Background: an optimization exercise with open tools, aiming at small area, a short achievable clock period and few clock cycles per item. Do not read the settings as production practice.
Only simulation tests tie the RTL to the original design; equivalence was not proved.
No activity file was given, so power comes from the tool's default toggle rates.

== rev 12 ==
Design hpsdr_telem, start of the top module:
module hpsdr_telem (
    input  wire        clk,
    input  wire        rst,
    input  wire        in_valid,
    output wire        in_ready,
    input  wire [7:0]  in_c0,
    input  wire [31:0] in_data,
    output wire        out_valid,
    input  wire        out_ready,
    output reg  [2:0]  out_kind,
    output reg  [2:0]  out_keys,
    output reg  [31:0] out_a,
    output reg  [31:0] out_b
);
Size: ~2500 cells after synthesis, ~120 I/O pins, roughly 27000 um^2 of cells after synthesis.
==> module hpsdr_telem, before the edit <==
module hpsdr_telem (
    input  wire        clk,
    input  wire        rst,
    input  wire        in_valid,
    output wire        in_ready,
    input  wire [7:0]  in_c0,
    input  wire [31:0] in_data,
    output wire        out_valid,
    input  wire        out_ready,
    output reg  [2:0]  out_kind,
    output reg  [2:0]  out_keys,
    output reg  [31:0] out_a,
    output reg  [31:0] out_b
);
    localparam [2:0] K_INFO   = 3'd0;
    localparam [2:0] K_FWD    = 3'd1;
    localparam [2:0] K_REV    = 3'd2;
    localparam [2:0] K_SUPPLY = 3'd3;
    localparam [2:0] K_ADC    = 3'd4;
    localparam [2:0] K_RAW    = 3'd5;
    localparam [2:0] K_REV0   = 3'd6;    
    reg v1, v2, v3;
    reg skid_full;
    wire en   = ~v3 | out_ready;
    wire take = in_valid & ~skid_full;
    assign in_ready  = ~skid_full;
    assign out_valid = v3;
    reg [2:0] in_kind;
    always @(*) begin
        case (in_c0[7:3])
            5'd0:    in_kind = K_INFO;
            5'd1:    in_kind = K_FWD;
            5'd2:    in_kind = K_REV;
            5'd3:    in_kind = K_SUPPLY;
            5'd4:    in_kind = K_ADC;
            default: in_kind = K_RAW;
        endcase
    end
    reg [2:0]  sk_kind;
    reg [2:0]  sk_keys;
    reg [31:0] sk_data;
    reg        v0;
    reg [2:0]  s_kind;
    reg [2:0]  s_keys;
    reg [31:0] s_data;
    wire [15:0] s_hi   = s_data[31:16];
    wire [15:0] s_lo   = s_data[15:0];
    wire [19:0] u_hi = {1'b0, s_hi, 3'b0} + {3'b0, s_hi, 1'b0} + {4'b0, s_hi} - 20'd110;
    wire [19:0] u_lo = {1'b0, s_lo, 3'b0} + {3'b0, s_lo, 1'b0} + {4'b0, s_lo};
    wire        s_rev = (s_kind == K_REV);
    wire        s_fwd = (s_kind == K_FWD);
    wire        s_sup = (s_kind == K_SUPPLY);
    wire        s_oth = ~(s_rev | s_fwd | s_sup);
    wire [19:0] s_ub  = ({20{s_rev}} & u_hi) | ({20{s_fwd}} & u_lo);
    wire [19:0] s_us  = ({20{s_sup}} & u_lo) | ({20{s_oth}} & {4'd0, s_lo});
    reg [2:0]  r1_kind, r2_kind;
    reg [2:0]  r1_keys, r2_keys;
    reg [15:0] r1_h, r2_h;
    reg [19:0] r1_ub, r1_us;
    reg [39:0] r2_t;
    wire        conv = (r1_kind == K_FWD) | (r1_kind == K_REV) | (r1_kind == K_REV0) |
                       (r1_kind == K_SUPPLY);
    wire [39:0] t;
    hpsdr_s2 u_s2 (.ub(r1_ub), .us(r1_us), .t(t));
    wire [30:0] qb;
    hpsdr_bridge u_br (.t(r2_t), .q(qb));
    wire [7:0] c1 = r2_h[15:8];
    wire [7:0] c2 = r2_h[7:0];
    wire [7:0] c3 = r2_t[15:8];
    wire [7:0] c4 = r2_t[7:0];
    function [8:0] ver(input [7:0] v);
        reg [7:0] q, r;
        begin
            q = v / 8'd10;
            r = v % 8'd10;
            ver = {q[4:0], r[3:0]};
        end
    endfunction
    reg [2:0]  k_n;
    reg [31:0] a_r, b_r;
    always @(*) begin
        k_n = r2_kind;
        a_r = 32'd0;
        b_r = 32'd0;
        case (r2_kind)
            K_INFO:   begin a_r = {25'd0, c1[6:0]};
                            b_r = {5'd0, ver(c2), ver(c3), ver(c4)}; end
            K_FWD:    a_r = {16'd0, r2_h};
            K_REV:    b_r = {16'd0, r2_h};
            K_REV0:   begin b_r = {16'd0, r2_h}; k_n = K_REV; end
            K_SUPPLY: begin a_r = {16'd0, r2_h}; b_r = {7'd0, r2_t[24:0]}; end
            K_ADC:    begin a_r = {28'd0, c4[0], c3[0], c2[0], c1[0]};
                            b_r = {4'd0, c4[7:1], c3[7:1], c2[7:1], c1[7:1]}; end
            default:  a_r = {r2_h, r2_t[15:0]};
        endcase
    end
    wire [31:0] a_n = a_r | ({32{r2_kind == K_REV}} & {1'b0, qb});
    wire [31:0] b_n = b_r | ({32{r2_kind == K_FWD}} & {1'b0, qb});
    always @(posedge clk) begin
        if (rst) begin
            v0 <= 1'b0;
            v1 <= 1'b0;
            v2 <= 1'b0;
            v3 <= 1'b0;
            skid_full <= 1'b0;
        end else if (en) begin
            v0 <= skid_full | take;
            v1 <= v0;
            v2 <= v1;
            v3 <= v2;
            skid_full <= 1'b0;
        end else if (take) begin
            skid_full <= 1'b1;
        end
    end
    always @(posedge clk) begin
        if (~skid_full) begin
            sk_kind <= in_kind;
            sk_keys <= in_c0[2:0];
            sk_data <= in_data;
        end
        if (en) begin
            s_kind  <= skid_full ? sk_kind : in_kind;
            s_keys  <= skid_full ? sk_keys : in_c0[2:0];
            s_data  <= skid_full ? sk_data : in_data;
            r1_kind <= (s_rev && s_hi <= 16'd10) ? K_REV0 : s_kind;
            r1_keys <= s_keys;
            r1_h    <= s_rev ? s_lo : s_hi;
            r1_ub   <= s_ub;
            r1_us   <= s_us;
            r2_kind <= r1_kind;
            r2_keys <= r1_keys;
            r2_h    <= r1_h;
            r2_t    <= {t[39:16], conv ? t[15:0] : r1_us[15:0]};
            out_kind <= k_n;
            out_keys <= r2_keys;
            out_a    <= a_n;
            out_b    <= b_n;
        end
    end
endmodule
export LEC_CHECK = 0
export CAP_MARGIN = 20
export CORE_MARGIN = 2
export CORE_UTILIZATION = 40
export SLEW_MARGIN = 20
export SYNTH_HIERARCHICAL = 1
create_clock -name core_clock -period 12.0 [get_ports {clk}]
standard.sh (not shown) runs the stock make flow with config.mk's settings and CLKGATE_MAP_FILE= SYNTH_SCRIPT=/design/flow/synth_recipe.tcl, a recipe that flattens the netlist after the stock synthesis.
==> flow/flow/run.sh <==
#!/bin/bash
set -euo pipefail
bash standard.sh SETUP_SLACK_MARGIN=7 finish > standard_flow.log 2>&1
Testbench counts of rev 12, summed over its fixed seeds: cycles 3,232, items 3,200.
#### Input delta (rev 13 over rev 12)
--- a/flow/design.v
+++ b/flow/design.v
@@ -40,8 +40,7 @@
     reg [2:0]  sk_keys;
     reg [31:0] sk_data;
-    reg        v0;
-    reg [2:0]  s_kind;
-    reg [2:0]  s_keys;
-    reg [31:0] s_data;
+    wire [2:0]  s_kind = skid_full ? sk_kind : in_kind;
+    wire [2:0]  s_keys = skid_full ? sk_keys : in_c0[2:0];
+    wire [31:0] s_data = skid_full ? sk_data : in_data;
     wire [15:0] s_hi   = s_data[31:16];
     wire [15:0] s_lo   = s_data[15:0];
@@ -99,5 +98,4 @@
     always @(posedge clk) begin
         if (rst) begin
-            v0 <= 1'b0;
             v1 <= 1'b0;
             v2 <= 1'b0;
@@ -105,6 +103,5 @@
             skid_full <= 1'b0;
         end else if (en) begin
-            v0 <= skid_full | take;
-            v1 <= v0;
+            v1 <= skid_full | take;
             v2 <= v1;
             v3 <= v2;
@@ -121,7 +118,4 @@
         end
         if (en) begin
-            s_kind  <= skid_full ? sk_kind : in_kind;
-            s_keys  <= skid_full ? sk_keys : in_c0[2:0];
-            s_data  <= skid_full ? sk_data : in_data;
             r1_kind <= (s_rev && s_hi <= 16'd10) ? K_REV0 : s_kind;
             r1_keys <= s_keys;
Results
- Count of H-tree levels built during CTS in rev 13 is 1 lower than in rev 12
- Rev 13: sequential power lower than rev 12
- Detailed-routing iteration count for the pre-antenna-repair pass | rev 13 below rev 12
- Relative to rev 12, total power has increased by 4.6% in rev 13.
- Compare rev 12 and rev 13 | part of the power in combinational logic higher: rev 13
- Rev 13 reached the end of the flow, and the finished layout is clean on the timing, design-rule and antenna checks.
- [compare] base=rev 12 new=rev 13: clock skew decreased 0.015 ns, inverter count increased 18, first-pass GRT wire length decreased about 5%, area of the core decreased 5.3%.
- For wire length on met3, dividing the value from rev 13 by the value from rev 12 gives 0.813.
- Rev 13 vs. rev 12: post-placement cell count went down by 2.2%.
- Rev 13 ended up with a lower sequential share of cell area than rev 12 did.
- Leakage dissipation ends up higher on rev 12.
Testbench counts of rev 13, summed over its fixed seeds: cycles 3,224, items 3,200.

-- separate check: timing with driven ports --
The flow's constraints put no driver on any port. The routed layouts listed below were extracted and timed again, unchanged, in two steps.
Step 1 assumes that a clkbuf_16 drives the clock port and a buf_2 every other input.
Step 2 adds t to the input delays and takes it off the output delays; t is the mean of the earliest and latest rising clock arrival at the registers after step 1. Input paths then give back, and output paths get back, about the clock's delay inside the block.
Three values: ideal, step 1, step 2; two values: the first two.
run | t, ns | setup slack, ns | worst slew at a driven data input, ns
rev 12 | 0.599 | 6.805 / 6.805 / 6.756 | 0.07
rev 13 | 0.621 | 6.832 / 6.836 / 6.245 | 0.05
After both steps setup and hold are still met in every run listed. For rev 13, which loses most, drivers alone change the setup slack by +0.004 ns; drivers and shift together by -0.587 ns.
